Source: an optimization exercise on an open RTL-to-GDS flow (aim: small area, a short achievable clock period and few clock cycles per item). Production flows keep margins and buffers that such runs may drop.
In this exercise RTL edits were held to simulation tests only and were not proved equivalent to the original.
Power is estimated from default activity; no workload was simulated.

### config.mk
export PLATFORM = sky130hd
export DESIGN_NAME = l2_fwd
export DESIGN_NICKNAME = l2_fwd
export VERILOG_FILES = /design/flow/design.v
export SDC_FILE = /design/flow/constraint.sdc
export NUM_CORES = 4
export LEC_CHECK = 0
export CAP_MARGIN = 20
export CORE_MARGIN = 2
export CORE_UTILIZATION = 40
export SLEW_MARGIN = 20
### constraint.sdc
create_clock -name core_clock -period 12.0 [get_ports {clk}]
set_input_delay 2.4000 -clock core_clock [delete_from_list [all_inputs] [get_ports {clk}]]
set_output_delay 2.4000 -clock core_clock [all_outputs]
set_load 0.01 [all_outputs]
### design.v
module l2_fwd #(
    parameter N_PORTS         = 8,
    parameter PORT_BITS       = 3,
    parameter CAM_ENTRIES     = 32,
    parameter CAM_BITS        = 5,
    parameter MAX_FRAME_BYTES = 1518,
    parameter [15:0] TPID_RESET = 16'h8200
) (
    input  wire                 clk,
    input  wire                 rst,
    input  wire                 cfg_we,
    input  wire [3:0]           cfg_addr,
    input  wire [31:0]          cfg_wdata,
    input  wire                 in_valid,
    output wire                 in_ready,
    input  wire [PORT_BITS-1:0] in_port,
    input  wire [10:0]          in_len,
    input  wire [47:0]          in_dst,    
    input  wire [47:0]          in_src,    
    input  wire [31:0]          in_hdr,    
    output reg                  out_valid,
    output reg  [2:0]           out_disp,
    output reg  [PORT_BITS-1:0] out_port,
    output reg  [N_PORTS-1:0]   out_admit,
    output reg  [N_PORTS-1:0]   out_insert,
    output reg  [N_PORTS-1:0]   out_strip,
    output reg  [15:0]          out_tci,
    output reg                  out_learn_fail
);
    localparam [2:0] D_FWD_UNICAST      = 3'd1;
    localparam [2:0] D_FWD_FLOOD        = 3'd2;
    localparam [2:0] D_FILTERED         = 3'd3;
    localparam [2:0] D_DROP_RUNT        = 3'd4;
    localparam [2:0] D_DROP_TAGGED_RUNT = 3'd5;
    localparam [2:0] D_DROP_OVERSIZE    = 3'd6;
    localparam INS_STEP = 8;
    localparam N_INS    = CAM_ENTRIES / INS_STEP;
    function [3:0] nib_sum4;
        input [15:0] m;
        begin
            nib_sum4 = (m[3:0] + m[7:4]) + (m[11:8] + m[15:12]);
        end
    endfunction
    reg [N_PORTS-1:0] port_trunk;
    reg [11:0]        port_vlan [0:N_PORTS-1];
    reg [N_PORTS-1:0] admin_down;
    reg [15:0]        tpid;
    reg               exit_check_en;
    wire              cam_flush = cfg_we && (cfg_addr == 4'd11);
    integer p;
    always @(posedge clk) begin
        if (rst) begin
            port_trunk    <= {N_PORTS{1'b0}};
            admin_down    <= {N_PORTS{1'b0}};
            tpid          <= TPID_RESET;
            exit_check_en <= 1'b1;
            for (p = 0; p < N_PORTS; p = p + 1)
                port_vlan[p] <= 12'd0;
        end else if (cfg_we) begin
            if (cfg_addr < N_PORTS) begin
                port_trunk[cfg_addr[PORT_BITS-1:0]] <= cfg_wdata[0];
                port_vlan[cfg_addr[PORT_BITS-1:0]]  <= cfg_wdata[27:16];
            end
            if (cfg_addr == 4'd8)  admin_down    <= cfg_wdata[N_PORTS-1:0];
            if (cfg_addr == 4'd9)  tpid          <= cfg_wdata[15:0];
            if (cfg_addr == 4'd10) exit_check_en <= cfg_wdata[0];
        end
    end
    wire        i_tagged   = (in_hdr[31:16] == tpid);
    wire [2:0]  i_drop     =
        (in_len > MAX_FRAME_BYTES)     ? D_DROP_OVERSIZE    :
        (in_len < 11'd14)              ? D_DROP_RUNT        :
        (i_tagged && in_len < 11'd18)  ? D_DROP_TAGGED_RUNT : 3'd0;
    wire        i_trunk    = port_trunk[in_port];
    wire        i_vid_ok   = i_trunk ? i_tagged : 1'b1;      
    wire [11:0] i_vid      = i_trunk ? in_hdr[11:0] : port_vlan[in_port];
    reg                 r_valid;
    reg                 r_fwd;       
    reg [PORT_BITS-1:0] r_port;
    reg [2:0]           r_drop;
    reg                 r_tagged;
    reg                 r_vid_ok;
    reg [11:0]          r_vid;
    reg [11:0]          r_xs;        
    reg [11:0]          r_xd;        
    reg [47:0]          r_dst;
    reg [47:0]          r_src;
    wire stall;                      
    reg  pe_valid;                   
    assign in_ready = !pe_valid;
    always @(posedge clk) begin
        if (rst) begin
            r_valid <= 1'b0;
            r_fwd   <= 1'b0;
        end else if (pe_valid) begin
            r_valid <= stall;
            r_fwd   <= stall;
        end else begin
            r_valid <= in_valid;
            r_fwd   <= in_valid && (i_drop == 3'd0);
        end
        if (!pe_valid) begin
            r_port   <= in_port;
            r_drop   <= i_drop;
            r_tagged <= i_tagged;
            r_vid_ok <= i_vid_ok;
            r_vid    <= i_vid;
            r_xs     <= i_trunk ? {in_hdr[15:12], 8'd0} :
                        {nib_sum4(in_src[47:32]), nib_sum4(in_src[31:16]), nib_sum4(in_src[15:0])};
            r_xd     <= {nib_sum4(in_dst[47:32]), nib_sum4(in_dst[31:16]), nib_sum4(in_dst[15:0])};
            r_dst    <= in_dst;
            r_src    <= in_src;
        end
    end
    wire fwd = r_fwd;
    reg [CAM_ENTRIES-1:0] ring_valid;
    reg [47:0]            ring_mac  [0:CAM_ENTRIES-1];
    reg [PORT_BITS-1:0]   ring_port [0:CAM_ENTRIES-1];
    reg [47:0]            pe_mac;
    reg [PORT_BITS-1:0]   pe_port;
    reg [CAM_BITS:0]      count;         
    wire                  full = count[CAM_BITS];
    wire [CAM_ENTRIES-1:0] src_match;
    wire [CAM_ENTRIES-1:0] dst_match;
    genvar g;
    generate
        for (g = 0; g < CAM_ENTRIES; g = g + 1) begin : g_cam
            assign src_match[g] = ring_valid[g] && (ring_mac[g] == r_src);
            assign dst_match[g] = ring_valid[g] && (ring_mac[g] == r_dst);
        end
    endgenerate
    wire pe_src_match = pe_valid && (pe_mac == r_src);
    wire pe_dst_match = pe_valid && (pe_mac == r_dst);
    wire src_hit    = |src_match || pe_src_match;
    wire learn_fail = !src_hit && full;
    wire need_alloc = fwd && !src_hit && !full;
    wire [N_INS-1:0] ins_free;
    wire [N_INS-1:0] ins_sel;
    generate
        for (g = 0; g < N_INS; g = g + 1) begin : g_ins
            assign ins_free[g] = !ring_valid[(g * INS_STEP + CAM_ENTRIES - 1) % CAM_ENTRIES];
            if (g == 0) begin : g_first
                assign ins_sel[g] = ins_free[g];
            end else begin : g_rest
                assign ins_sel[g] = ins_free[g] && !(|ins_free[g-1:0]);
            end
        end
    endgenerate
    wire any_free = |ins_free;
    wire drain    = pe_valid && any_free;                    
    wire x_direct = need_alloc && !pe_valid && any_free;     
    wire x_to_pe  = need_alloc && (pe_valid ? any_free : !any_free);
    assign stall  = need_alloc && pe_valid && !any_free;
    wire ring_ins = drain || x_direct;
    wire pe_hold  = pe_valid && !any_free;                   
    wire [PORT_BITS-1:0] pe_port_now = (fwd && pe_src_match) ? r_port : pe_port;
    wire [47:0]          ins_mac  = pe_valid ? pe_mac : r_src;
    wire [PORT_BITS-1:0] ins_port = pe_valid ? pe_port_now : r_port;
    wire [CAM_ENTRIES-1:0] dst_other = dst_match & ~src_match;
    wire                   pe_dst_other = pe_dst_match && !pe_src_match;
    wire                   dst_hit   = |dst_other || pe_dst_other;
    reg  [PORT_BITS-1:0]   q;
    integer k;
    always @(*) begin
        q = pe_port & {PORT_BITS{pe_dst_other}};
        for (k = 0; k < CAM_ENTRIES; k = k + 1)
            q = q | (ring_port[k] & {PORT_BITS{dst_other[k]}});
    end
    integer e, s, ii;
    always @(posedge clk) begin
        for (e = 0; e < CAM_ENTRIES; e = e + 1) begin
            s = (e + CAM_ENTRIES - 1) % CAM_ENTRIES;
            ring_mac[e]   <= ring_mac[s];
            ring_port[e]  <= (fwd && src_match[s]) ? r_port : ring_port[s];
            ring_valid[e] <= ring_valid[s];
        end
        for (ii = 0; ii < N_INS; ii = ii + 1) begin
            if (ins_free[ii]) begin
                ring_mac[ii * INS_STEP]  <= ins_mac;
                ring_port[ii * INS_STEP] <= ins_port;
            end
            if (ring_ins && ins_sel[ii])
                ring_valid[ii * INS_STEP] <= 1'b1;
        end
        if (rst || cam_flush)
            ring_valid <= {CAM_ENTRIES{1'b0}};
    end
    always @(posedge clk) begin
        if (!pe_hold) begin
            pe_mac  <= r_src;
            pe_port <= r_port;
        end else begin
            pe_port <= pe_port_now;
        end
        if (rst || cam_flush) begin
            pe_valid <= 1'b0;
            count    <= {(CAM_BITS+1){1'b0}};
        end else begin
            if (x_to_pe)
                pe_valid <= 1'b1;
            else if (drain)
                pe_valid <= 1'b0;
            if (need_alloc && !stall)
                count <= count + 1'b1;
        end
    end
    wire [3:0] fexit    = r_xs[3:0] + r_xs[7:4] + r_xs[11:8];
    wire [3:0] dst_exit = r_xd[3:0] + r_xd[7:4] + r_xd[11:8];
    reg  [N_PORTS-1:0] r_vmatch;    
    integer v;
    always @(*)
        for (v = 0; v < N_PORTS; v = v + 1)
            r_vmatch[v] = r_vid_ok && (r_vid == port_vlan[v]);
    reg                 s_valid;
    reg [2:0]           s_drop;
    reg [PORT_BITS-1:0] s_port;
    reg                 s_dst_mc;        
    reg                 s_dst_hit;
    reg [PORT_BITS-1:0] s_q;
    reg                 s_learn_fail;
    reg [N_PORTS-1:0]   s_vmatch;
    reg                 s_exit_ok;
    reg                 s_tagged;
    reg [15:0]          s_tci;
    always @(posedge clk) begin
        if (rst)
            s_valid <= 1'b0;
        else
            s_valid <= r_valid && !stall;
        s_drop       <= r_drop;
        s_port       <= r_port;
        s_dst_mc     <= r_dst[40];
        s_dst_hit    <= dst_hit;
        s_q          <= q;
        s_learn_fail <= learn_fail;
        s_vmatch     <= r_vmatch;
        s_exit_ok    <= !exit_check_en || (fexit == dst_exit);
        s_tagged     <= r_tagged;
        s_tci        <= r_vid_ok ? {fexit, r_vid} : 16'hFFFF;
    end
    wire ucast = !s_dst_mc && s_dst_hit && (s_q != s_port);
    reg [N_PORTS-1:0] cand;
    reg [N_PORTS-1:0] admit;
    integer o;
    always @(*) begin
        for (o = 0; o < N_PORTS; o = o + 1) begin
            if (ucast)
                cand[o] = (s_q == o[PORT_BITS-1:0]);
            else
                cand[o] = (s_port != o[PORT_BITS-1:0]);
            cand[o] = cand[o] && !admin_down[o];
            if (port_trunk[o])
                admit[o] = cand[o];
            else
                admit[o] = cand[o] && s_vmatch[o] && (!ucast || s_exit_ok);
        end
    end
    always @(posedge clk) begin
        if (rst)
            out_valid <= 1'b0;
        else
            out_valid <= s_valid;
        out_port <= s_port;
        out_tci  <= s_tci;
        if (s_drop != 3'd0) begin
            out_disp       <= s_drop;
            out_admit      <= {N_PORTS{1'b0}};
            out_insert     <= {N_PORTS{1'b0}};
            out_strip      <= {N_PORTS{1'b0}};
            out_learn_fail <= 1'b0;
        end else begin
            out_disp       <= (admit == {N_PORTS{1'b0}}) ? D_FILTERED :
                              ucast ? D_FWD_UNICAST : D_FWD_FLOOD;
            out_admit      <= admit;
            out_insert     <= admit & port_trunk & {N_PORTS{!s_tagged}};
            out_strip      <= admit & ~port_trunk & {N_PORTS{s_tagged}};
            out_learn_fail <= s_learn_fail;
        end
    end
endmodule
### flow/run.sh
#!/bin/bash
# Standard ORFS layout, with timing repair aimed well below the 12 ns clock
# (the constraints are unchanged; only how hard repair_timing works). Each
# make step keeps its own log under orfs/logs; the make output goes to
# standard_flow.log.
set -euo pipefail
export SETUP_SLACK_MARGIN=7.9
export TNS_END_PERCENT=10
export SKIP_LAST_GASP=1
bash standard.sh > standard_flow.log 2>&1
### standard.sh
#!/bin/bash
# synth_recipe.tcl (not shown) runs the flow's synth.tcl, then flattens the netlist and writes it again
# the make line also repeats each setting of config.mk as NAME=value (left out here)
make -C /OpenROAD-flow-scripts/flow DESIGN_CONFIG=/design/flow/config.mk WORK_HOME=/design/flow/orfs CLKGATE_MAP_FILE= SYNTH_SCRIPT=/design/flow/synth_recipe.tcl "${@:-finish}"
==> implementation parameters, run 1 <==
Parameter                              Value

Critical path
  Largest driver fanout on the critical path    22
  Kind of launch point of the worst setup path    flop
  Series of cell instances along the critical path    buf_4 -> buf_4 -> inv_1 -> a22oi_1 -> nand4_1 -> nor4_1 -> and4b_1 -> a22o_1 -> a221oi_1 -> and3_1 -> nand4_1
  Worst EP arrival    5.20 ns
  Worst EP required    12.82 ns
  Crit-path max cell delay    0.83 ns
  Setup slack of the most critical reg-to-reg path    7.62 ns
  Worst-path cell with the longest stage delay    sky130_fd_sc_hd__and4b_1
  Endpoint type of the worst setup path    flop
  Setup CP Type    reg2reg

STA
  Post-route clock skew    0.102 ns
  Unrepaired setup endpoints after global routing    true
  Final worst-path cycle share    36.5%
  Number of endpoints with negative hold slack in the final report    0
  Accumulated negative setup slack    0 ns
  Relative slew margins    12.6%
  Post-route minimum period    4.38 ns
  Final slew viol count    0
  Least-Margin Pin Slew    1.30 ns
  Final number of setup-violating endpoints    0
  Top achievable clock speed    228 MHz

Floorplan
  # IOs    231
  Chip Width    487 um
  Area of the die    0.237 sq mm
  Starting utilization of the core area    40.2%
  Placement Rows    177
  Height of the die    487 um
  Core Region    0.232 sq mm

Global route
  Wire length of the first global-routing pass    707 mm
  Overflow after GRT    0
  Largest net degree at the start of global routing    87
  Number of global-route vias before repair    74,100
  Number of antenna violations at the first check in global routing    51
  Total track usage    44.8%

Logic synthesis
  Dominant synthesized flop cell    sky130_fd_sc_hd__dfxtp_1
  Count of distinct cell types in the synthesized netlist    74
  Portion of synthesized cell area occupied by the leading cell type    38.5%
  Most area-consuming cells after synthesis    sky130_fd_sc_hd__dfxtp_1 39%, sky130_fd_sc_hd__xnor2_1 15%, sky130_fd_sc_hd__xor2_1 13%
  Number of synthesized flops with an enable pin    284
  Share of synthesized flip-flops with an asynchronous set or reset    0%
  Post-synthesis sequential area ratio    47.7%
  Mean Syn Cell Area    11.0 sq um
  Cell type contributing the most total cell area after synthesis    sky130_fd_sc_hd__dfxtp_1
  Synthesized instance count    8,502
  Commonest cells in the synthesized netlist    1,796 x sky130_fd_sc_hd__dfxtp_1, 1,596 x sky130_fd_sc_hd__xnor2_1, 1,386 x sky130_fd_sc_hd__xor2_1
  Synthesized netlist net count    8,749
  #FFs+latches synth    2,080
  Number of warnings issued by yosys    3
  Library cell with the highest instance count after synthesis    sky130_fd_sc_hd__dfxtp_1
  Total standard cell area after synthesis    0.0933 sq mm

Clock network
  Maximum clock insertion buffer count    3
  Number of H-tree levels    4
  Reg clk slew, reported paths    0.06 ns
  Hold buffers post-CTS    0
  Clock latency on the worst-skew pair    0.96 ns
  CTS sink count    2,080
  Clock tree from TritonCTS    built
  Clock buffer count from CTS    221
  Root buffer cell    sky130_fd_sc_hd__clkbuf_16

Drt
  Detail-routed via count per cell    6.59
  Post-route antenna net violation count    0
  Router iterations before antenna repair    9
  Total Routed Length    553 mm
  Via count of the routed design    79,600
  Number of DRC markers after the initial detailed-route iteration    15,000
  Routed length per placed instance    45.8 um
  Drt drc    0

Pwr
  Power Dens Cells    168 mW/mm^2
  Lkg Pwr    40.1 nW
  Max IR drop VDD    0.000127 V

Placement
  Number of placed instances with taps included    11,500
  Weighted congestion reported at the end of routability-driven placement    1.11
  Port Buffer Count    226
  Post-detail-place hpwl    368 mm

Cells and area
  Area delta synth->final    17.3%
  Net count, final    9,055
  Layout cell share with drive strength beyond 1    12.8%
  Final cell count without fillers    12,100

Job
  Number of maximum-capacitance constraint violations    0

Status
  Run status    complete, no violations

Worst hold path
  Worst Hold Class    reg2reg
[repair_timing]
| action | 4_1_cts | 5_1_grt |
|---|---|---|
| pin swaps | 17 | 21 |
| gates resized for setup | 167 | 212 |
| cloned | 2 | 5 |
| setup buffers | 45 | 38 |
| endpoints found under the setup margin | 123 | 76 |
[cells in the final DEF (no fill, tap or decap), drive strengths merged, types with 184 or more instances in the layout]
cell,instances
nor4,446
clkdlybuf4s50,200
clkbuf,316
nand4,453
inv,192
xor2,1386
mux2,293
edfxtp,284
xnor2,1596
nand2,184
buf,324
dfxtp,1796
[through the flow]
stage	total power, mW	instance area, sq um	setup WS, ns	utilization (%)	hold slack, ns
after floorplan	9.54	93400	7.30	-	0.310
after global placement	10.9	99500	6.38	42.8	0.320
after detailed placement	10.9	99500	6.55	42.8	0.315
after CTS	18.0	108000	7.71	46.6	0.299
after global routing	18.6	109000	7.71	47.1	0.305
final	18.3	109000	7.62	47.1	0.297
[power by group]
| part | switching, mW | total, mW | internal (mW) |
|---|---|---|---|
| combinational | 1.73 | 2.84 | 1.10 |
| sequential | 0.723 | 8.23 | 7.50 |
| clock | 3.18 | 7.28 | 4.10 |
| total | 5.64 | 18.3 | 12.7 |
[final cells by class]
type / instances / area, sq um
inverter: 203 / 841
antenna: 36 / 90.1
multi-input combinational: 5735 / 46300
tap: 3043 / 3810
timing repair buffer: 567 / 6270
sequential: 2080 / 44500
clock buffer: 295 / 6170
clock inverter: 122 / 1480
fill: 21300 / 123000
[logic make-up after synthesis]
group                    share of synthesized area, %
multiplexers                                     4.38
buffers and inverters                            3.25
AO/OA/AOI/OAI                                    4.23
flip-flops                                       47.7
AND/OR/NAND/NOR                                  11.3
XOR/XNOR                                         28.0
adder cells (fa/ha/maj)                          1.23
[path summary, 6_finish.rpt]
| check | from | end | cells after the start |
|---|---|---|---|
| worst max-delay path | r_dst[15] | s_q[2] | 11 |
| worst min-delay path | ring_mac[2][16] | ring_mac[3][16] | 0 |
| worst max register to register | r_dst[15] | s_q[2] | 11 |
| worst min register to register | ring_mac[2][16] | ring_mac[3][16] | 0 |
[critical path, delay by kind of cell (launching register included)]
family	cells	cell delay, ns
flip-flops	1	0.32
AND/OR/NAND/NOR	5	1.75
AO/OA/AOI/OAI	3	0.59
buffers and inverters	3	1.50
[metal layers]
layer | vias up | track usage (%) | part of all wire [%]
met5 | - | 0.245 | 0.087
met4 | 30 | 32.8 | 9.2
met3 | 2306 | 20.2 | 16
met2 | 8088 | 58.7 | 38
met1 | 39300 | 57.2 | 37
li1 | 29900 | - | -
[state kept, by name, summed over array words and instances (netlist names), 12 cells and up]
name and flops:
tpid 16, out_tci 16, r_src 48, ring_port 96, ring_valid 32, r_dst 48
r_xs 12, ring_mac 1536, s_tci 16, port_vlan 96, r_vid 12, pe_mac 48
r_xd 12
Testbench counts, summed over its fixed seeds: cycles 12,134, frames 12,000.
==> inputs of run 2 (changes only) <==
==> flow/run.sh (replaced) <==
#!/bin/bash
# Standard ORFS layout, with timing repair aimed well below the 12 ns clock
# (the constraints are unchanged; only how hard repair_timing works), and
# the port buffers made of plain buffers rather than delay cells. Each make
# step keeps its own log under orfs/logs; the make output goes to
# standard_flow.log.
set -euo pipefail
export SETUP_SLACK_MARGIN=8.3
export TNS_END_PERCENT=100
export SKIP_LAST_GASP=1
export BUFFER_PORTS_ARGS="-buffer_cell sky130_fd_sc_hd__buf_4"
bash standard.sh > standard_flow.log 2>&1
==> run 2 against run 1 <==
  * Still clean on timing, DRC and antenna
  * Core utilization increased by 2.4 points
  * Worst setup slack improved by 0.37 ns
  * Combinational power increased by about 10%
  * Clock skew decreased by 0.039 ns
  * Cell count increased by 3.0%
  * Critical path type is now reg2out
  * Highest routed layer unchanged
==> implementation parameters, run 2 <==
Parameter                              Value

Placement
  Cell area after placement    0.0990 sq mm (-0.53%)
  Port Buffer Count    226 (unchanged)
  Post-detail-place hpwl    380 mm (+3.3%)
  Weighted congestion reported at the end of routability-driven placement    1.12 (+0.68%)

Drt
  Via count of the routed design    83,200 (+4.6%)
  Total Routed Length    596 mm (+7.7%)
  Router iterations before antenna repair    20 (+11)
  Number of DRC markers after the initial detailed-route iteration    15,100 (+0.30%)
  Detail-routed via count per cell    6.69 (+1.6%)
  Routed length per placed instance    47.9 um (+4.5%)
  Post-route antenna net violation count    0 (unchanged)
  Drt drc    0 (unchanged)

Logic synthesis
  #FFs+latches synth    2,080 (unchanged)
  Fraction of the mapped netlist area in adder cells    1.23% (unchanged)
  Commonest cells in the synthesized netlist    1,796 x sky130_fd_sc_hd__dfxtp_1, 1,596 x sky130_fd_sc_hd__xnor2_1, 1,386 x sky130_fd_sc_hd__xor2_1
  Most area-consuming cells after synthesis    sky130_fd_sc_hd__dfxtp_1 39%, sky130_fd_sc_hd__xnor2_1 15%, sky130_fd_sc_hd__xor2_1 13%
  Share of synthesized flip-flops with an asynchronous set or reset    0% (unchanged)
  Dominant synthesized flop cell    sky130_fd_sc_hd__dfxtp_1
  Mean Syn Cell Area    11.0 sq um (unchanged)
  Count of distinct cell types in the synthesized netlist    74 (unchanged)
  Synthesized instance count    8,502 (unchanged)
  Dominant combinational cell family by area after synthesis    XOR/XNOR gates
  Library cell with the highest instance count after synthesis    sky130_fd_sc_hd__dfxtp_1
  Synthesized-area fraction occupied by and/or/nand/nor cells    11.3% (unchanged)
  Post-synthesis sequential area ratio    47.7% (unchanged)
  Portion of synthesized cell area occupied by the leading cell type    38.5% (unchanged)
  Synthesized netlist net count    8,749 (unchanged)
  Number of warnings issued by yosys    3 (unchanged)
  Number of synthesized flops with an enable pin    284 (unchanged)
  Multiplexer share of the synthesized area    4.38% (unchanged)
  Area fraction in compound gates after synthesis    4.23% (unchanged)
  Cell type contributing the most total cell area after synthesis    sky130_fd_sc_hd__dfxtp_1
  Total standard cell area after synthesis    0.0933 sq mm (unchanged)
  Share of the synthesized netlist area taken by xor and xnor gates    28.0% (unchanged)

Cells and area
  Finished layout cell area    0.115 sq mm (+5.2%)
  Layout cell share with drive strength beyond 1    20.4% (+7.6 points)
  Top register by number of flip-flops    ring_mac
  Area delta synth->final    23.4%
  Most common library cell in the layout ignoring fill and taps    sky130_fd_sc_hd__dfxtp_1
  Net count, final    9,386 (+3.7%)
  # fillers    20,800 (-2.6%)
  Flip-flop count of the largest register, all copies and words added    1,536 (unchanged)
  Commonest non-fill, non-tap cells in the layout    1,744 x sky130_fd_sc_hd__dfxtp_1, 1,582 x sky130_fd_sc_hd__xnor2_1, 1,384 x sky130_fd_sc_hd__xor2_1
  Largest regs    ring_mac: 1536 flops, port_vlan: 96 flops, ring_port: 96 flops

Critical path
  Worst R2R Start    r_dst[1]
  Cell class contributing the biggest share of worst-path delay    flip-flops
  Worst EP arrival    1.61 ns (-3.59 ns)
  Setup CP Type    reg2out
  Worst-path cell with the longest stage delay    sky130_fd_sc_hd__dfxtp_4
  Endpoint type of the worst setup path    primary output
  Worst EP required    9.60 ns (-3.22 ns)
  Total buffers and inverters traversed by the critical path    2 (-1)
  Crit-path max cell delay    0.43 ns (-0.40 ns)
  Worst reg2reg endpoint    s_q[0]
  Depth of the worst register-to-register path    10 (-1)
  Kind of launch point of the worst setup path    flop
  Largest driver fanout on the critical path    2 (-91%)
  Series of cell instances along the critical path    clkinvlp_4 -> buf_6
  Setup slack of the most critical reg-to-reg path    8.09 ns (+0.47 ns)

STA
  Accumulated negative setup slack    0 ns (unchanged)
  Least-Margin Pin Slew    1.37 ns (+0.0693 ns)
  Post-route clock skew    0.0639 ns (-0.0385 ns)
  Top achievable clock speed    249 MHz (+9.3%)
  Number of endpoints with negative hold slack in the final report    0 (unchanged)
  Final slew viol count    0 (unchanged)
  Relative slew margins    7.90% (-4.6 points)
  Final number of setup-violating endpoints    0 (unchanged)
  Final worst-path cycle share    33.4% (-3.1 points)
  Post-route minimum period    4.01 ns (-0.371 ns)
  Unrepaired setup endpoints after global routing    true

Global route
  Total track usage    47.9% (+3.1 points)
  Busiest grt layer    met2
  Overflow after GRT    0 (unchanged)
  Number of antenna violations at the first check in global routing    80 (+57%)
  Largest net degree at the start of global routing    75 (-14%)
  Number of global-route vias before repair    76,500 (+3.2%)
  Wire length of the first global-routing pass    751 mm (+6.1%)
  Met3 global-route usage    22.3% (+2.2 points)
  Met2 layer usage reported by global route    63.5% (+4.9 points)
  M1 GR Usage    58.7% (+1.5 points)

Clock network
  Clock latency on the worst-skew pair    0.95 ns (about the same)
  Clock buffer count from CTS    222 (+0.45%)
  Number of H-tree levels    4 (unchanged)
  CTS sink count    2,080 (unchanged)
  Root buffer cell    sky130_fd_sc_hd__clkbuf_16
  Reg clk slew, reported paths    0.06 ns (about the same)
  Maximum clock insertion buffer count    3 (unchanged)
  Clock tree from TritonCTS    built
  Hold buffers post-CTS    0 (unchanged)

Pwr
  Lkg Pwr    43.0 nW (+7.3%)
  Power Dens Cells    164 mW/mm^2 (-1.9%)
  Max IR drop VDD    0.000130 V (+2.2%)

Job
  Number of maximum-capacitance constraint violations    0 (unchanged)

Floorplan
  Chip Width    487 um (unchanged)
  Height of the die    487 um (unchanged)
  Starting utilization of the core area    40.2% (unchanged)
  # IOs    231 (unchanged)
  Core Region    0.232 sq mm (unchanged)
  Area of the die    0.237 sq mm (unchanged)
  Placement Rows    177 (unchanged)

Worst hold path
  Worst hold path startpoint    s_tci[1]
  Worst Hold Class    reg2reg
  End of the worst hold path    out_tci[1]
  Hold Path Depth    0 (unchanged)

Status
  Run status    complete, no violations
[run 2: cell counts after synthesis]
No cell type changed its count.
[run 2: what timing repair did]
item,in CTS,in global routing
gates resized for setup,554,243
pin swaps,48,75
setup buffers,235,159
setup endpoints to repair,171,81
gates cloned,22,9
[run 2: cell families after synthesis]
group / count (synthesis)
AO/OA/AOI/OAI: 546
multiplexers: 339
XOR/XNOR: 2982
buffers and inverters: 687
adder cells (fa/ha/maj): 65
AND/OR/NAND/NOR: 1803
flip-flops: 2080
[run 2: stage by stage]
step / utilization (%) / power, mW / cells / hold slack (ns) / worst slack [ns]
after CTS: 48.3 / 18.5 / 12200 / 0.325 / 8.01
final: 49.6 / 18.9 / 12400 / 0.322 / 7.99
after global placement: 42.6 / 10.9 / 11500 / 0.312 / 6.45
after floorplan: - / 9.54 / 8502 / 0.310 / 7.30
after global routing: 49.5 / 19.1 / 12400 / 0.336 / 7.92
after detailed placement: 42.6 / 10.9 / 11500 / 0.313 / 6.44
[run 2: worst max path at each step]
stage,start,to,slack (ns),cells after the start
after floorplan,in_src[17],r_xs[7],7.30,9
after global placement,r_src[45],count[3],6.45,11
after detailed placement,r_src[45],count[3],6.44,11
after CTS,pe_valid,in_ready,8.01,2
after global routing,in_src[25],r_xs[7],7.92,10
final,pe_valid,in_ready,7.99,2
[run 2: layout make-up]
cell class	count	area, sq um	area share (%)
Sequential cell	2080	44600	38.7
Multi-Input combinational cell	5735	47300	41.1
Timing Repair Buffer	897	10500	9.09
Clock inverter	97	1420	1.23
Inverter	203	938	0.815
Clock buffer	323	6530	5.68
Tap cell	3043	3810	3.31
Antenna cell	62	155	0.135
[run 2: where the power goes]
| group | internal, mW | switching [mW] | leakage, nW | total (mW) |
|---|---|---|---|---|
| sequential | 7.51 | 0.732 | 18.0 | 8.24 |
| clock | 4.39 | 3.16 | 3.88 | 7.55 |
| combinational | 1.25 | 1.88 | 21.1 | 3.13 |
[run 2: layer usage]
| metal | vias up | wire length (um) |
|---|---|---|
| li1 | 30500 | - |
| met1 | 40800 | 213000 |
| met2 | 8825 | 224000 |
| met3 | 2983 | 94800 |
| met4 | 42 | 62900 |
| met5 | - | 708 |
==> inputs of run 3 (changes only) <==
--- a/design.v
+++ b/design.v
@@ -35,10 +35,23 @@
     localparam [2:0] D_DROP_OVERSIZE    = 3'd6;
     localparam INS_STEP = 8;
     localparam N_INS    = CAM_ENTRIES / INS_STEP;
-    function [3:0] nib_sum4;
-        input [15:0] m;
+    function [3:0] nib_sum3;
+        input [11:0] m;
         begin
-            nib_sum4 = (m[3:0] + m[7:4]) + (m[11:8] + m[15:12]);
+            nib_sum3 = m[3:0] + m[7:4] + m[11:8];
+        end
+    endfunction
+    function [15:0] exit_parts;
+        input [47:0] m;
+        begin
+            exit_parts = {nib_sum3(m[47:36]), nib_sum3(m[35:24]),
+                          nib_sum3(m[23:12]), nib_sum3(m[11:0])};
+        end
+    endfunction
+    function [3:0] exit_join;
+        input [15:0] x;
+        begin
+            exit_join = (x[3:0] + x[7:4]) + (x[11:8] + x[15:12]);
         end
     endfunction
     reg [N_PORTS-1:0] port_trunk;
@@ -73,21 +86,22 @@
         (i_tagged && in_len < 11'd18)  ? D_DROP_TAGGED_RUNT : 3'd0;
     wire        i_trunk    = port_trunk[in_port];
     wire        i_vid_ok   = i_trunk ? i_tagged : 1'b1;      
-    wire [11:0] i_vid      = i_trunk ? in_hdr[11:0] : port_vlan[in_port];
     reg                 r_valid;
     reg                 r_fwd;       
     reg [PORT_BITS-1:0] r_port;
     reg [2:0]           r_drop;
     reg                 r_tagged;
     reg                 r_vid_ok;
-    reg [11:0]          r_vid;
-    reg [11:0]          r_xs;        
-    reg [11:0]          r_xd;        
+    reg                 r_trunk;     
+    reg [11:0]          r_hvid;      
+    reg [15:0]          r_xs;        
+    reg [15:0]          r_xd;        
     reg [47:0]          r_dst;
     reg [47:0]          r_src;
     wire stall;                      
     reg  pe_valid;                   
-    assign in_ready = !pe_valid;
+    reg  in_ready_q;
+    assign in_ready = in_ready_q;
     always @(posedge clk) begin
         if (rst) begin
             r_valid <= 1'b0;
@@ -104,10 +118,10 @@
             r_drop   <= i_drop;
             r_tagged <= i_tagged;
             r_vid_ok <= i_vid_ok;
-            r_vid    <= i_vid;
-            r_xs     <= i_trunk ? {in_hdr[15:12], 8'd0} :
-                        {nib_sum4(in_src[47:32]), nib_sum4(in_src[31:16]), nib_sum4(in_src[15:0])};
-            r_xd     <= {nib_sum4(in_dst[47:32]), nib_sum4(in_dst[31:16]), nib_sum4(in_dst[15:0])};
+            r_trunk  <= i_trunk;
+            r_hvid   <= in_hdr[11:0];
+            r_xs     <= i_trunk ? {12'd0, in_hdr[15:12]} : exit_parts(in_src);
+            r_xd     <= exit_parts(in_dst);
             r_dst    <= in_dst;
             r_src    <= in_src;
         end
@@ -158,14 +172,6 @@
     wire [PORT_BITS-1:0] ins_port = pe_valid ? pe_port_now : r_port;
     wire [CAM_ENTRIES-1:0] dst_other = dst_match & ~src_match;
     wire                   pe_dst_other = pe_dst_match && !pe_src_match;
-    wire                   dst_hit   = |dst_other || pe_dst_other;
-    reg  [PORT_BITS-1:0]   q;
-    integer k;
-    always @(*) begin
-        q = pe_port & {PORT_BITS{pe_dst_other}};
-        for (k = 0; k < CAM_ENTRIES; k = k + 1)
-            q = q | (ring_port[k] & {PORT_BITS{dst_other[k]}});
-    end
     integer e, s, ii;
     always @(posedge clk) begin
         for (e = 0; e < CAM_ENTRIES; e = e + 1) begin
@@ -194,18 +200,24 @@
         end
         if (rst || cam_flush) begin
             pe_valid <= 1'b0;
+            in_ready_q <= 1'b1;
             count    <= {(CAM_BITS+1){1'b0}};
         end else begin
             if (x_to_pe)
                 pe_valid <= 1'b1;
             else if (drain)
                 pe_valid <= 1'b0;
+            if (x_to_pe)
+                in_ready_q <= 1'b0;
+            else if (drain)
+                in_ready_q <= 1'b1;
             if (need_alloc && !stall)
                 count <= count + 1'b1;
         end
     end
-    wire [3:0] fexit    = r_xs[3:0] + r_xs[7:4] + r_xs[11:8];
-    wire [3:0] dst_exit = r_xd[3:0] + r_xd[7:4] + r_xd[11:8];
+    wire [3:0]  fexit    = exit_join(r_xs);
+    wire [3:0]  dst_exit = exit_join(r_xd);
+    wire [11:0] r_vid    = r_trunk ? r_hvid : port_vlan[r_port];
     reg  [N_PORTS-1:0] r_vmatch;    
     integer v;
     always @(*)
@@ -215,8 +227,9 @@
     reg [2:0]           s_drop;
     reg [PORT_BITS-1:0] s_port;
     reg                 s_dst_mc;        
-    reg                 s_dst_hit;
-    reg [PORT_BITS-1:0] s_q;
+    reg [CAM_ENTRIES-1:0] s_dst_other;   
+    reg                 s_pe_dst;        
+    reg [PORT_BITS-1:0] s_pe_port;
     reg                 s_learn_fail;
     reg [N_PORTS-1:0]   s_vmatch;
     reg                 s_exit_ok;
@@ -230,13 +243,22 @@
         s_drop       <= r_drop;
         s_port       <= r_port;
         s_dst_mc     <= r_dst[40];
-        s_dst_hit    <= dst_hit;
-        s_q          <= q;
+        s_dst_other  <= dst_other;
+        s_pe_dst     <= pe_dst_other;
+        s_pe_port    <= pe_port;
         s_learn_fail <= learn_fail;
         s_vmatch     <= r_vmatch;
         s_exit_ok    <= !exit_check_en || (fexit == dst_exit);
         s_tagged     <= r_tagged;
         s_tci        <= r_vid_ok ? {fexit, r_vid} : 16'hFFFF;
+    end
+    wire s_dst_hit = |s_dst_other || s_pe_dst;
+    reg  [PORT_BITS-1:0] s_q;
+    integer k2;
+    always @(*) begin
+        s_q = s_pe_port & {PORT_BITS{s_pe_dst}};
+        for (k2 = 0; k2 < CAM_ENTRIES; k2 = k2 + 1)
+            s_q = s_q | (ring_port[(k2 + 1) % CAM_ENTRIES] & {PORT_BITS{s_dst_other[k2]}});
     end
     wire ucast = !s_dst_mc && s_dst_hit && (s_q != s_port);
     reg [N_PORTS-1:0] cand;
==> run 3 against run 2 <==
  * Core utilization is 1.6 points lower
  * Maximum frequency is 2.1% higher
  * Sequential power is 1% higher
  * Cell count decreased by 0.23%
  * Via count is 5.5% lower
  * Global-route usage is 3.4 points lower
  * Power up 0.49%
  * Design area down 2.1%
  * Register-to-register slack about the same
  * Worst setup slack better by 0.084 ns
  * Wire length shrank 6.4%
  * Highest routed layer unchanged
==> implementation parameters, run 3 <==
Parameter                              Value

Status
  Run status    complete, no violations

Logic synthesis
  Number of synthesized flops with an enable pin    293 (+3.2%)
  Mean Syn Cell Area    11.1 sq um (+1.1%)
  Dominant synthesized flop cell    sky130_fd_sc_hd__dfxtp_1
  Number of warnings issued by yosys    3 (unchanged)
  Share of synthesized flip-flops with an asynchronous set or reset    0% (unchanged)
  Most area-consuming cells after synthesis    sky130_fd_sc_hd__dfxtp_1 39%, sky130_fd_sc_hd__xnor2_1 16%, sky130_fd_sc_hd__xor2_1 12%
  Synthesized instance count    8,512 (+0.12%)
  Library cell with the highest instance count after synthesis    sky130_fd_sc_hd__dfxtp_1
  Total standard cell area after synthesis    0.0945 sq mm (+1.2%)
  Portion of synthesized cell area occupied by the leading cell type    38.8% (+0.30 points)
  Count of distinct cell types in the synthesized netlist    77 (+4.1%)
  Cell type contributing the most total cell area after synthesis    sky130_fd_sc_hd__dfxtp_1
  Post-synthesis sequential area ratio    48.1% (+0.48 points)
  Commonest cells in the synthesized netlist    1,832 x sky130_fd_sc_hd__dfxtp_1, 1,699 x sky130_fd_sc_hd__xnor2_1, 1,337 x sky130_fd_sc_hd__xor2_1
  #FFs+latches synth    2,125 (+2.2%)
  Synthesized netlist net count    8,758 (+0.10%)

Clock network
  CTS sink count    2,125 (+2.2%)
  Reg clk slew, reported paths    0.06 ns (about the same)
  Clock latency on the worst-skew pair    0.93 ns (-0.02 ns)
  Clock tree from TritonCTS    built
  Root buffer cell    sky130_fd_sc_hd__clkbuf_16
  Number of H-tree levels    4 (unchanged)
  Maximum clock insertion buffer count    3 (unchanged)
  Clock buffer count from CTS    228 (+2.7%)
  Hold buffers post-CTS    0 (unchanged)

Drt
  Drt drc    0 (unchanged)
  Total Routed Length    558 mm (-6.4%)
  Routed length per placed instance    44.9 um (-6.2%)
  Post-route antenna net violation count    0 (unchanged)
  Number of DRC markers after the initial detailed-route iteration    14,300 (-5.2%)
  Router iterations before antenna repair    9 (-55%)
  Detail-routed via count per cell    6.34 (-5.3%)
  Via count of the routed design    78,700 (-5.5%)

Pwr
  Lkg Pwr    42.0 nW (-2.3%)
  Total power of the final layout    19.0 mW (+0.49%)
  Total net switching power    5.67 mW (-1.8%)
  Clock power frac    40.7% (+0.8 points)
  Total internal power    13.3 mW (+1.5%)
  Net switching share of the total power    29.8% (-0.68 points)
  Power Dens Cells    169 mW/mm^2 (+2.6%)
  Part of the total power dissipated in sequential elements    43.8% (+0.2 points)
  Max IR drop VDD    0.000131 V (+0.78%)
  Fraction of power consumed by combinational cells    15.5% (-1.0 points)

Critical path
  Endpoint type of the worst setup path    flop
  Depth of the worst register-to-register path    12 (+2)
  Critical Path Source    r_src[14]
  Kind of launch point of the worst setup path    flop
  Worst EP required    12.85 ns (+3.25 ns)
  Worst EP arrival    4.77 ns (+3.16 ns)
  Largest driver fanout on the critical path    9 (+7)
  Setup slack of the most critical reg-to-reg path    8.08 ns (about the same)
  Worst reg2reg endpoint    count[5]
  End point of the critical path    count[5]
  Setup CP Type    reg2reg
  Worst R2R Start    r_src[14]

STA
  Final slew viol count    0 (unchanged)
  Unrepaired setup endpoints after global routing    true
  Least-Margin Pin Slew    1.35 ns (-0.0179 ns)
  Worst hold-check slack    0.328 ns (+0.00550 ns)
  Accumulated negative setup slack    0 ns (unchanged)
  Relative slew margins    9.10% (+1.2 points)
  Number of endpoints with negative hold slack in the final report    0 (unchanged)
  Post-route clock skew    0.0805 ns (+0.0166 ns)
  Top achievable clock speed    255 MHz (+2.1%)
  Post-route minimum period    3.92 ns (-0.0843 ns)
  Final worst-path cycle share    32.7% (-0.70 points)
  Final number of setup-violating endpoints    0 (unchanged)

Cells and area
  Top register by number of flip-flops    ring_mac
  Flip-flop count of the largest register, all copies and words added    1,536 (unchanged)
  Footprint of the flip-flops and latches    0.0455 sq mm (+2.2%)
  Layout cell share with drive strength beyond 1    17.7% (-2.8 points)
  Share of the core filled with cells    48.0% (-1.6 points)
  Net count, final    9,230 (-1.7%)
  Total area of multi-input combinational cells    0.0461 sq mm (-2.5%)
  Finished layout cell area    0.113 sq mm (-2.1%)
  Largest regs    ring_mac: 1536 flops, port_vlan: 96 flops, ring_port: 96 flops
  Most common library cell in the layout ignoring fill and taps    sky130_fd_sc_hd__dfxtp_1
  # fillers    21,300 (+2.8%)
  Area delta synth->final    19.3%
  Commonest non-fill, non-tap cells in the layout    1,782 x sky130_fd_sc_hd__dfxtp_1, 1,692 x sky130_fd_sc_hd__xnor2_1, 1,332 x sky130_fd_sc_hd__xor2_1

Floorplan
  Starting utilization of the core area    40.2% (about the same)
  Core Region    0.235 sq mm (+1.1%)
  Area of the die    0.240 sq mm (+1.2%)
  Chip Width    490 um (+0.60%)
  # IOs    231 (unchanged)
  Height of the die    490 um (+0.60%)
  Placement Rows    178 (+0.56%)

Global route
  Largest net degree at the start of global routing    86 (+15%)
  Met2 layer usage reported by global route    59.9% (-3.6 points)
  Busiest grt layer    met2
  Overflow after GRT    0 (unchanged)
  Total track usage    44.5% (-3.4 points)
  Met3 global-route usage    17.8% (-4.5 points)
  Number of global-route vias before repair    73,500 (-3.8%)
  M1 GR Usage    56.8% (-1.8 points)
  Number of antenna violations at the first check in global routing    77 (-3.8%)
  Wire length of the first global-routing pass    714 mm (-4.9%)

Placement
  Post-detail-place hpwl    363 mm (-4.4%)
  Cell area after placement    0.100 sq mm (+1.1%)
  Weighted congestion reported at the end of routability-driven placement    1.08 (-3.2%)
  Port Buffer Count    226 (unchanged)

Job
  Number of maximum-capacitance constraint violations    0 (unchanged)

Worst hold path
  Worst Hold Class    reg2reg
## run 3: changes by cell type after synthesis, moves of 32 or more
cell / change
sky130_fd_sc_hd__nand2b_1: -139
sky130_fd_sc_hd__xnor2_1: +103
sky130_fd_sc_hd__nand4_1: +35
sky130_fd_sc_hd__buf_2: -220
sky130_fd_sc_hd__clkbuf_1: +57
sky130_fd_sc_hd__buf_4: +32
sky130_fd_sc_hd__buf_6: +90
sky130_fd_sc_hd__dfxtp_1: +36
sky130_fd_sc_hd__xor2_1: -49
sky130_fd_sc_hd__o2111ai_1: -42
## run 3: kinds of logic after synthesis
group,after synthesis,share of synthesized area (%)
xor+xnor,3036,28.2
flops,2125,48.1
simple gates,1695,10.2
buf+inv,705,3.93
compound gates,554,4.09
mux,333,4.24
fa+ha+maj,64,1.20
## run 3: cell type report
cell class                 count  area share, %
antenna                       86          0.191
clock buffer                 312           5.83
clock inverter               110           1.39
inverter                     240          0.867
multi-input combinational   5682           40.9
sequential                  2125           40.4
tap                         3150           3.50
timing repair buffer         707           6.94
## run 3: through the flow
step                      worst slack, ns  cells
after floorplan                      7.81   8512
after global placement               6.70  11700
after detailed placement             6.69  11700
after CTS                            8.17  12200
after global routing                 8.07  12400
final                                8.08  12400
## run 3: worst min path at each step
stage | cells after the start | start | endpoint | slack [ns]
detailed placement | 0 | s_tci[12] | out_tci[12] | 0.31
global route | 0 | s_tci[3] | out_tci[3] | 0.33
finish | 0 | s_tci[3] | out_tci[3] | 0.33
global placement | 0 | s_tci[3] | out_tci[3] | 0.31
floorplan | 0 | s_tci[0] | out_tci[0] | 0.31
CTS | 0 | s_tci[3] | out_tci[3] | 0.33
## run 3: power by group through the flow
stage / Sequential, mW / Combinational, mW / Clock (mW)
floorplan: 8.11 / 1.63 / 0
finish: 8.33 / 2.95 / 7.73
global placement: 8.42 / 2.60 / 0
detailed placement: 8.42 / 2.61 / 0
CTS: 8.27 / 2.78 / 7.69
global route: 8.31 / 3.02 / 7.98
## run 3: timing repair
| item | 4_1_cts | 5_1_grt |
|---|---|---|
| pin swaps | 11 | 17 |
| buffers inserted | 121 | 70 |
| resized for setup | 344 | 88 |
| endpoints found under the setup margin | 228 | 110 |
| cloned | 15 | 6 |
## run 3: metal layers
layer / vias to the layer above / wire [um]
met3: 2085 / 81800
met5: - / 457
met4: 50 / 50800
met1: 39200 / 210000
li1: 30200 / -
met2: 7074 / 214000
## run 3: worst max-delay path, cell delays in order (launching register included)
cell and delay, ns:
sky130_fd_sc_hd__edfxtp_1 0.52, sky130_fd_sc_hd__buf_4 0.20, sky130_fd_sc_hd__inv_2 0.44, sky130_fd_sc_hd__a22o_1 0.22, sky130_fd_sc_hd__or4_1 0.15, sky130_fd_sc_hd__nor4_2 0.06
sky130_fd_sc_hd__buf_4 0.18, sky130_fd_sc_hd__or4b_1 0.50, sky130_fd_sc_hd__or4_4 0.58, sky130_fd_sc_hd__nor3_4 0.23, sky130_fd_sc_hd__nand2_2 0.10, sky130_fd_sc_hd__or4_4 0.52
sky130_fd_sc_hd__a21oi_2 0.12
Testbench counts of run 3, summed over its fixed seeds: cycles 12,134, frames 12,000.
==> inputs of run 4 (changes only) <==
--- a/flow/run.sh
+++ b/flow/run.sh
@@ -5,8 +5,8 @@
 # step keeps its own log under orfs/logs; the make output goes to
 # standard_flow.log.
 set -euo pipefail
-export SETUP_SLACK_MARGIN=8.3
+export SETUP_SLACK_MARGIN=8.2
 export TNS_END_PERCENT=100
 export SKIP_LAST_GASP=1
-export BUFFER_PORTS_ARGS="-buffer_cell sky130_fd_sc_hd__buf_4"
+export BUFFER_PORTS_ARGS="-buffer_cell sky130_fd_sc_hd__buf_2"
 bash standard.sh > standard_flow.log 2>&1
--- a/config.mk
+++ b/config.mk
@@ -8,4 +8,6 @@
 export CAP_MARGIN = 20
 export CORE_MARGIN = 2
 export CORE_UTILIZATION = 40
+export CTS_CLUSTER_DIAMETER = 100
+export CTS_CLUSTER_SIZE = 25
 export SLEW_MARGIN = 20
==> run 4 against run 3 <==
  * Sequential share of layout area is 2.5 points higher
  * Critical path depth fell by 5
  * Design area down 5.9%
  * Synthesized area stayed put
  * Wire length shrank 3.0%
  * Largest power group unchanged
==> implementation parameters, run 4 <==
Parameter                              Value

Floorplan
  Placement Rows    178 (unchanged)
  # IOs    231 (unchanged)
  Height of the die    490 um (unchanged)
  Area of the die    0.240 sq mm (unchanged)
  Core Region    0.235 sq mm (unchanged)
  Starting utilization of the core area    40.2% (unchanged)
  Chip Width    490 um (unchanged)

Placement
  Number of placed instances with taps included    11,700 (-0.086%)
  Post-detail-place hpwl    355 mm (-2.4%)
  Weighted congestion reported at the end of routability-driven placement    1.07 (-1.4%)
  Cell area after placement    0.0994 sq mm (-0.65%)
  Worst slack after detailed placement    6.79 ns (+0.0962 ns)
  Port Buffer Count    226 (unchanged)

STA
  Least-Margin Pin Slew    1.36 ns (+0.00553 ns)
  Accumulated negative setup slack    0 ns (unchanged)
  Post-route minimum period    4.24 ns (+0.314 ns)
  Relative slew margins    9.24% (+0.14 points)
  Final worst-path cycle share    35.3% (+2.6 points)
  Final number of setup-violating endpoints    0 (unchanged)
  Final worst-path setup slack    7.76 ns (-0.314 ns)
  Final slew viol count    0 (unchanged)
  Unrepaired setup endpoints after global routing    true
  Post-route clock skew    0.0569 ns (-0.0236 ns)
  Number of endpoints with negative hold slack in the final report    0 (unchanged)
  Top achievable clock speed    236 MHz (-7.4%)

Clock network
  Clock tree from TritonCTS    built
  Reg clk slew, reported paths    0.10 ns (+0.04 ns)
  CTS sink count    2,125 (unchanged)
  Maximum clock insertion buffer count    3 (unchanged)
  Clock latency on the worst-skew pair    0.86 ns (-0.07 ns)
  Hold buffers post-CTS    0 (unchanged)
  Clock buffer count from CTS    99 (-57%)
  Number of H-tree levels    3 (-1)
  Root buffer cell    sky130_fd_sc_hd__clkbuf_16

Drt
  Number of DRC markers after the initial detailed-route iteration    14,700 (+2.8%)
  Post-route antenna net violation count    0 (unchanged)
  Total Routed Length    541 mm (-3.0%)
  Drt drc    0 (unchanged)
  Routed length per placed instance    44.6 um (-0.63%)
  Router iterations before antenna repair    10 (+1)
  Detail-routed via count per cell    6.46 (+1.9%)
  Via count of the routed design    78,300 (-0.47%)

Logic synthesis
  Commonest cells in the synthesized netlist    1,832 x sky130_fd_sc_hd__dfxtp_1, 1,699 x sky130_fd_sc_hd__xnor2_1, 1,337 x sky130_fd_sc_hd__xor2_1
  Cell type contributing the most total cell area after synthesis    sky130_fd_sc_hd__dfxtp_1
  Mean Syn Cell Area    11.1 sq um (unchanged)
  Share of synthesized flip-flops with an asynchronous set or reset    0% (unchanged)
  Portion of synthesized cell area occupied by the leading cell type    38.8% (unchanged)
  Dominant synthesized flop cell    sky130_fd_sc_hd__dfxtp_1
  Synthesized instance count    8,512 (unchanged)
  Synthesized netlist net count    8,758 (unchanged)
  Library cell with the highest instance count after synthesis    sky130_fd_sc_hd__dfxtp_1
  Number of synthesized flops with an enable pin    293 (unchanged)
  Post-synthesis sequential area ratio    48.1% (unchanged)
  Count of distinct cell types in the synthesized netlist    77 (unchanged)
  Most area-consuming cells after synthesis    sky130_fd_sc_hd__dfxtp_1 39%, sky130_fd_sc_hd__xnor2_1 16%, sky130_fd_sc_hd__xor2_1 12%
  #FFs+latches synth    2,125 (unchanged)
  Number of warnings issued by yosys    3 (unchanged)
  Total standard cell area after synthesis    0.0945 sq mm (unchanged)

Pwr
  Power Dens Cells    145 mW/mm^2 (-14%)
  Lkg Pwr    38.9 nW (-7.5%)
  Total power of the final layout    15.3 mW (-19%)
  Max IR drop VDD    0.000146 V (+12%)

Global route
  Total track usage    42.8% (-1.7 points)
  Number of global-route vias before repair    72,100 (-1.9%)
  Met2 layer usage reported by global route    57.4% (-2.6 points)
  Busiest grt layer    met2
  Number of antenna violations at the first check in global routing    70 (-9.1%)
  Overflow after GRT    0 (unchanged)
  Wire length of the first global-routing pass    689 mm (-3.5%)
  Met3 global-route usage    16.7% (-1.1 points)
  Largest net degree at the start of global routing    87 (+1.2%)
  M1 GR Usage    54.4% (-2.5 points)

Critical path
  Endpoint type of the worst setup path    flop
  Series of cell instances along the critical path    buf_4 -> buf_4 -> xnor2_1 -> nand4_1 -> nor4_1 -> nand4_1 -> nor3_2
  Worst EP arrival    4.86 ns (+0.09 ns)
  Setup slack of the most critical reg-to-reg path    7.76 ns (-0.31 ns)
  Kind of launch point of the worst setup path    flop
  Crit-path max cell delay    1.09 ns (+0.51 ns)
  Largest driver fanout on the critical path    17 (+8)
  Setup CP Type    reg2reg
  Worst EP required    12.62 ns (-0.23 ns)
  Worst-path cell with the longest stage delay    sky130_fd_sc_hd__nor3_2

Cells and area
  Flip-flop count of the largest register, all copies and words added    1,536 (unchanged)
  Commonest non-fill, non-tap cells in the layout    1,827 x sky130_fd_sc_hd__dfxtp_1, 1,694 x sky130_fd_sc_hd__xnor2_1, 1,335 x sky130_fd_sc_hd__xor2_1
  Most common library cell in the layout ignoring fill and taps    sky130_fd_sc_hd__dfxtp_1
  Net count, final    9,071 (-1.7%)
  Area delta synth->final    12.3%
  Final cell count without fillers    12,100 (-2.4%)
  Top register by number of flip-flops    ring_mac
  Largest regs    ring_mac: 1536 flops, port_vlan: 96 flops, ring_port: 96 flops
  Layout cell share with drive strength beyond 1    14.2% (-3.5 points)
  Finished layout cell area    0.106 sq mm (-5.9%)

Status
  Run status    complete, no violations

Worst hold path
  Worst Hold Class    reg2reg

Job
  Number of maximum-capacitance constraint violations    0 (unchanged)
[run 4: cell counts after synthesis]
No cell type changed its count.
[run 4: critical path: cells and delay by family (launching register included)]
kind,cells,cell delay [ns]
AND/OR/NAND/NOR,4,2.08
buffers and inverters,2,1.21
flip-flops,1,0.50
XOR/XNOR,1,0.19
[run 4: cell families (layout without fill, tap and decap cells)]
logic type | Yosys count | after routing | synth area share, %
AO/OA/AOI/OAI | 554 | 554 | 4.09
XOR/XNOR | 3036 | 3036 | 28.2
adder cells (fa/ha/maj) | 64 | 64 | 1.20
buffers and inverters | 705 | 1065 | 3.93
flip-flops | 2125 | 2125 | 48.1
multiplexers | 333 | 333 | 4.24
other | 0 | 98 | 0
AND/OR/NAND/NOR | 1695 | 1695 | 10.2
[run 4: final cells by class]
class,instances,area [sq um]
fill,21800,129000
sequential,2125,45500
antenna,98,245
clock buffer,128,2640
multi-input combinational,5682,45900
timing repair buffer,677,6640
clock inverter,20,213
inverter,240,986
tap,3150,3940
[run 4: worst paths after layout]
check	cells past startpoint	to	start
worst max register to register	7	s_dst_other[27]	r_dst[0]
worst max-delay path	7	s_dst_other[27]	r_dst[0]
worst min-delay path	0	out_tci[3]	s_tci[3]
worst min register to register	0	out_tci[3]	s_tci[3]
[run 4: layer usage]
metal	part of all wire [%]	routed length, um
met5	0.063	341
met4	9.5	51500
met3	15	80000
met2	38	208000
met1	37	201000
[run 4: repair_timing]
action / 4_1_cts / 5_1_grt
buffers inserted: 108 / 65
resized for setup: 247 / 70
pin swaps: 11 / 14
gates cloned: 10 / 9
endpoints found under the setup margin: 180 / 64
[run 4: power breakdown]
group | internal, mW | switching [mW] | total, mW
Combinational | 1.11 | 1.77 | 2.88
Clock | 1.59 | 2.55 | 4.14
Sequential | 7.65 | 0.658 | 8.30
Total | 10.3 | 4.98 | 15.3
[run 4: through the flow]
step,util [%],hold slack [ns]
CTS,44.5,0.336
finish,45.1,0.335
global route,45.1,0.348
global placement,42.3,0.313
detailed placement,42.3,0.312
floorplan,-,0.310
==> inputs of run 5 (changes only) <==
--- a/design.v
+++ b/design.v
@@ -100,20 +100,21 @@
     reg [47:0]          r_src;
     wire stall;                      
     reg  pe_valid;                   
+    wire pe_hold;
     reg  in_ready_q;
     assign in_ready = in_ready_q;
     always @(posedge clk) begin
         if (rst) begin
             r_valid <= 1'b0;
             r_fwd   <= 1'b0;
-        end else if (pe_valid) begin
+        end else if (pe_hold) begin
             r_valid <= stall;
             r_fwd   <= stall;
         end else begin
             r_valid <= in_valid;
             r_fwd   <= in_valid && (i_drop == 3'd0);
         end
-        if (!pe_valid) begin
+        if (!pe_hold) begin
             r_port   <= in_port;
             r_drop   <= i_drop;
             r_tagged <= i_tagged;
@@ -166,7 +167,14 @@
     wire x_to_pe  = need_alloc && (pe_valid ? any_free : !any_free);
     assign stall  = need_alloc && pe_valid && !any_free;
     wire ring_ins = drain || x_direct;
-    wire pe_hold  = pe_valid && !any_free;                   
+    assign pe_hold = pe_valid && !any_free;                  
+    wire [N_INS-1:0] ins_free_next;
+    generate
+        for (g = 0; g < N_INS; g = g + 1) begin : g_ins_next
+            assign ins_free_next[g] = !ring_valid[(g * INS_STEP + CAM_ENTRIES - 2) % CAM_ENTRIES];
+        end
+    endgenerate
+    wire any_free_next = |ins_free_next;
     wire [PORT_BITS-1:0] pe_port_now = (fwd && pe_src_match) ? r_port : pe_port;
     wire [47:0]          ins_mac  = pe_valid ? pe_mac : r_src;
     wire [PORT_BITS-1:0] ins_port = pe_valid ? pe_port_now : r_port;
@@ -207,10 +215,7 @@
                 pe_valid <= 1'b1;
             else if (drain)
                 pe_valid <= 1'b0;
-            if (x_to_pe)
-                in_ready_q <= 1'b0;
-            else if (drain)
-                in_ready_q <= 1'b1;
+            in_ready_q <= !((x_to_pe || (pe_valid && !drain)) && !any_free_next);
             if (need_alloc && !stall)
                 count <= count + 1'b1;
         end
==> run 5 against run 4 <==
  * Non-clock buffer count is 78 higher
  * Global-route usage is 5.6 points higher
  * Sequential power hardly changed
  * Worst hold slack better by 0.0013 ns
  * Clock-buffer cell count is 2 higher
  * Combinational power is 8.7% higher
  * Core utilization is 1.0 points higher
  * Critical endpoint is now s_dst_other[31]
  * Largest cell class unchanged
  * Largest power group unchanged
==> implementation parameters, run 5 <==
Parameter                              Value

Logic synthesis
  Mean Syn Cell Area    11.1 sq um (-0.39%)
  Number of warnings issued by yosys    3 (unchanged)
  Portion of synthesized cell area occupied by the leading cell type    39.0% (+0.22 points)
  Synthesized instance count    8,498 (-0.16%)
  Number of synthesized flops with an enable pin    293 (unchanged)
  #FFs+latches synth    2,125 (unchanged)
  Most area-consuming cells after synthesis    sky130_fd_sc_hd__dfxtp_1 39%, sky130_fd_sc_hd__xor2_1 14%, sky130_fd_sc_hd__xnor2_1 13%
  Count of distinct cell types in the synthesized netlist    83 (+7.8%)
  Synthesized netlist net count    8,744 (-0.16%)
  Total standard cell area after synthesis    0.0939 sq mm (-0.55%)
  Post-synthesis sequential area ratio    48.4% (+0.27 points)
  Library cell with the highest instance count after synthesis    sky130_fd_sc_hd__dfxtp_1
  Share of synthesized flip-flops with an asynchronous set or reset    0% (unchanged)
  Cell type contributing the most total cell area after synthesis    sky130_fd_sc_hd__dfxtp_1
  Dominant synthesized flop cell    sky130_fd_sc_hd__dfxtp_1
  Commonest cells in the synthesized netlist    1,832 x sky130_fd_sc_hd__dfxtp_1, 1,554 x sky130_fd_sc_hd__xor2_1, 1,438 x sky130_fd_sc_hd__xnor2_1

Clock network
  Maximum clock insertion buffer count    3 (unchanged)
  Clock tree from TritonCTS    built
  Clock latency on the worst-skew pair    0.86 ns (about the same)
  Clock buffer count from CTS    107 (+8.1%)
  CTS sink count    2,125 (unchanged)
  Root buffer cell    sky130_fd_sc_hd__clkbuf_16
  Number of H-tree levels    3 (unchanged)
  Hold buffers post-CTS    0 (unchanged)
  Reg clk slew, reported paths    0.11 ns (about the same)

Cells and area
  Top register by number of flip-flops    ring_mac
  Commonest non-fill, non-tap cells in the layout    1,825 x sky130_fd_sc_hd__dfxtp_1, 1,552 x sky130_fd_sc_hd__xor2_1, 1,433 x sky130_fd_sc_hd__xnor2_1
  Largest regs    ring_mac: 1536 flops, port_vlan: 96 flops, ring_port: 96 flops
  Most common library cell in the layout ignoring fill and taps    sky130_fd_sc_hd__dfxtp_1
  Net count, final    9,142 (+0.78%)
  Footprint of the flip-flops and latches    0.0455 sq mm (about the same)
  # fillers    21,900 (+0.34%)
  Flip-flop count of the largest register, all copies and words added    1,536 (unchanged)
  Layout cell share with drive strength beyond 1    15.4% (+1.2 points)
  Finished layout cell area    0.108 sq mm (+1.4%)
  Final cell count without fillers    12,200 (+0.78%)
  Total area of multi-input combinational cells    0.0460 sq mm (+0.17%)
  Area delta synth->final    14.5%

Worst hold path
  Hold Path Depth    0 (unchanged)
  Worst Hold Class    reg2reg

Drt
  Drt drc    0 (unchanged)
  Detail-routed via count per cell    6.53 (+1.2%)
  Total Routed Length    595 mm (+10%)
  Post-route antenna net violation count    0 (unchanged)
  Number of DRC markers after the initial detailed-route iteration    14,300 (-2.7%)
  Routed length per placed instance    48.7 um (+9.2%)
  Via count of the routed design    79,800 (+1.9%)
  Router iterations before antenna repair    9 (-1)

Floorplan
  Chip Width    489 um (-0.27%)
  Starting utilization of the core area    40.3% (+0.12 points)
  # IOs    231 (unchanged)
  Placement Rows    177 (-0.56%)
  Area of the die    0.239 sq mm (-0.55%)
  Height of the die    489 um (-0.27%)
  Core Region    0.233 sq mm (-0.84%)

STA
  Least-Margin Pin Slew    1.40 ns (+0.0416 ns)
  Post-route clock skew    0.0396 ns (-0.0174 ns)
  Accumulated negative setup slack    0 ns (unchanged)
  Top achievable clock speed    251 MHz (+6.3%)
  Post-route minimum period    3.99 ns (-0.252 ns)
  Final number of setup-violating endpoints    0 (unchanged)
  Unrepaired setup endpoints after global routing    true
  Relative slew margins    5.58% (-3.7 points)
  Final worst-path cycle share    33.2% (-2.1 points)
  Final slew viol count    0 (unchanged)
  Number of endpoints with negative hold slack in the final report    0 (unchanged)

Global route
  Largest net degree at the start of global routing    74 (-15%)
  Number of global-route vias before repair    73,500 (+1.9%)
  Total track usage    48.3% (+5.6 points)
  Overflow after GRT    0 (unchanged)
  Number of antenna violations at the first check in global routing    115 (+64%)
  Wire length of the first global-routing pass    752 mm (+9.2%)

Critical path
  Worst-path cell with the longest stage delay    sky130_fd_sc_hd__edfxtp_1
  Total buffers and inverters traversed by the critical path    3 (+1)
  Setup slack of the most critical reg-to-reg path    8.01 ns (+0.25 ns)
  Number of stages on the worst setup path    8 (+1)
  Worst EP required    12.69 ns (+0.07 ns)
  Kind of launch point of the worst setup path    flop
  Cell mode on critical path    sky130_fd_sc_hd__buf_4
  Crit-path max cell delay    0.65 ns (-0.44 ns)
  Setup CP Type    reg2reg
  Series of cell instances along the critical path    buf_4 -> buf_6 -> buf_4 -> xnor2_1 -> nand4_1 -> nor4_1 -> nand3_1 -> nor4_4
  Worst EP arrival    4.68 ns (-0.18 ns)
  Depth of the worst register-to-register path    8 (+1)
  Endpoint type of the worst setup path    flop
  Cell class contributing the biggest share of worst-path delay    buffers and inverters
  Largest driver fanout on the critical path    11 (-6)

Pwr
  Total internal power    10.6 mW (+2.8%)
  Total net switching power    5.37 mW (+7.8%)
  Fraction of power consumed by combinational cells    19.6% (+0.8 points)
  Lkg Pwr    40.0 nW (+2.9%)
  Power Dens Cells    149 mW/mm^2 (+3.0%)
  Max IR drop VDD    0.000162 V (+11%)
  Part of the total power dissipated in sequential elements    51.9% (-2.3 points)
  Clock power frac    28.5% (+1.5 points)
  Net switching share of the total power    33.5% (+1.1 points)

Status
  Run status    complete, no violations

Placement
  Weighted congestion reported at the end of routability-driven placement    1.15 (+7.4%)
  Cell area after placement    0.0996 sq mm (+0.19%)
  Number of placed instances with taps included    11,700 (+0.0086%)
  Post-detail-place hpwl    396 mm (+12%)
  Port Buffer Count    226 (unchanged)

Job
  Number of maximum-capacitance constraint violations    0 (unchanged)
## run 5: area by class of cell
cell class	instances	area share, %
Timing Repair Buffer	755	6.86
Clock buffer	130	2.66
Sequential cell	2125	42.3
Multi-Input combinational cell	5676	42.8
Clock inverter	46	0.589
Inverter	231	0.897
Antenna cell	120	0.279
Tap cell	3132	3.64
## run 5: worst paths after layout
check,startpoint,endpoint
worst max register to register,r_dst[6],s_dst_other[31]
worst min-delay path,s_tci[3],out_tci[3]
worst min register to register,s_tci[3],out_tci[3]
worst max-delay path,r_dst[6],s_dst_other[31]
## run 5: cell families after synthesis
group | share of synthesized area [%]
flip-flops | 48.4
buffers and inverters | 3.37
adder cells (fa/ha/maj) | 1.20
AO/OA/AOI/OAI | 4.35
XOR/XNOR | 27.9
multiplexers | 4.50
AND/OR/NAND/NOR | 10.3
## run 5: repair_timing
item	in CTS	in global routing
setup buffers	121	90
pin swaps	7	12
resized for setup	249	57
endpoints found under the setup margin	157	62
cloned	22	2
## run 5: routing by layer
layer | vias up | wire length (um) | GRT usage [%]
li1 | 30000 | - | -
met1 | 39800 | 224000 | 61.3
met2 | 7639 | 232000 | 65.5
met3 | 2281 | 83300 | 18.5
met4 | 44 | 56500 | 37.0
met5 | - | 322 | 0.204
## run 5: through the flow
step / hold slack (ns) / util (%) / setup WS [ns] / total power, mW
finish: 0.337 / 46.1 / 8.01 / 16.0
CTS: 0.339 / 45.5 / 8.16 / 15.7
floorplan: 0.310 / - / 7.74 / 9.62
global placement: 0.313 / 42.7 / 6.99 / 11.1
global route: 0.343 / 46.1 / 8.02 / 16.2
detailed placement: 0.315 / 42.8 / 7.02 / 11.1
## run 5: power by group through the flow
stage               clock, mW  combinational, mW  sequential (mW)
floorplan                   0               1.54             8.08
global placement            0               2.73             8.41
detailed placement          0               2.73             8.41
CTS                      4.52               2.93             8.25
global route             4.76               3.15             8.29
finish                   4.56               3.13             8.31
## run 5: worst register-to-register path: cells and delay by family (launching register included)
kind,cells,cell delay [ns]
xor+xnor,1,0.19
buf+inv,3,1.61
flops,1,0.65
simple gates,4,1.37
Testbench counts of run 5, summed over its fixed seeds: cycles 12,073, frames 12,000.

-- static timing again, ports no longer ideal --
The results above use ideal ports. As a check the final layouts listed here were re-extracted and re-timed, cells and wires unchanged. Step 1: set_driving_cell puts a clkbuf_16 on clk and a buf_2 on each other input, an assumption about the parent block. Step 2 times the ports against the registers' clock, not the clock port: input delays grow and output delays shrink by t, the midpoint of the rising clock arrivals with the driver on. a / b / c = ideal / step 1 / step 2; a / b = the first two.
run | shift t [ns] | setup WS [ns] | worst setup path at the end | clock arrival spread, ns | slew at the worst register clock pin (ns)
run 1 | 1.002 | 7.621 / 7.621 / 6.888 | input to register | 0.103 / 0.103 | 0.07 / 0.07
run 2 | 1.012 | 7.991 / 7.902 / 7.072 | input to register | 0.070 / 0.071 | 0.08 / 0.08
run 3 | 0.978 | 8.076 / 8.076 / 7.500 | input to register | 0.085 / 0.086 | 0.08 / 0.08
run 4 | 0.944 | 7.762 / 7.762 / 7.435 | input to register | 0.061 / 0.062 | 0.12 / 0.12
run 5 | 0.938 | 8.014 / 8.014 / 7.441 | input to register | 0.044 / 0.045 | 0.11 / 0.11
After both steps setup and hold are still met in every run listed. The setup slack of run 2, which loses most, moves by -0.089 ns with the drivers and by -0.919 ns with both steps.
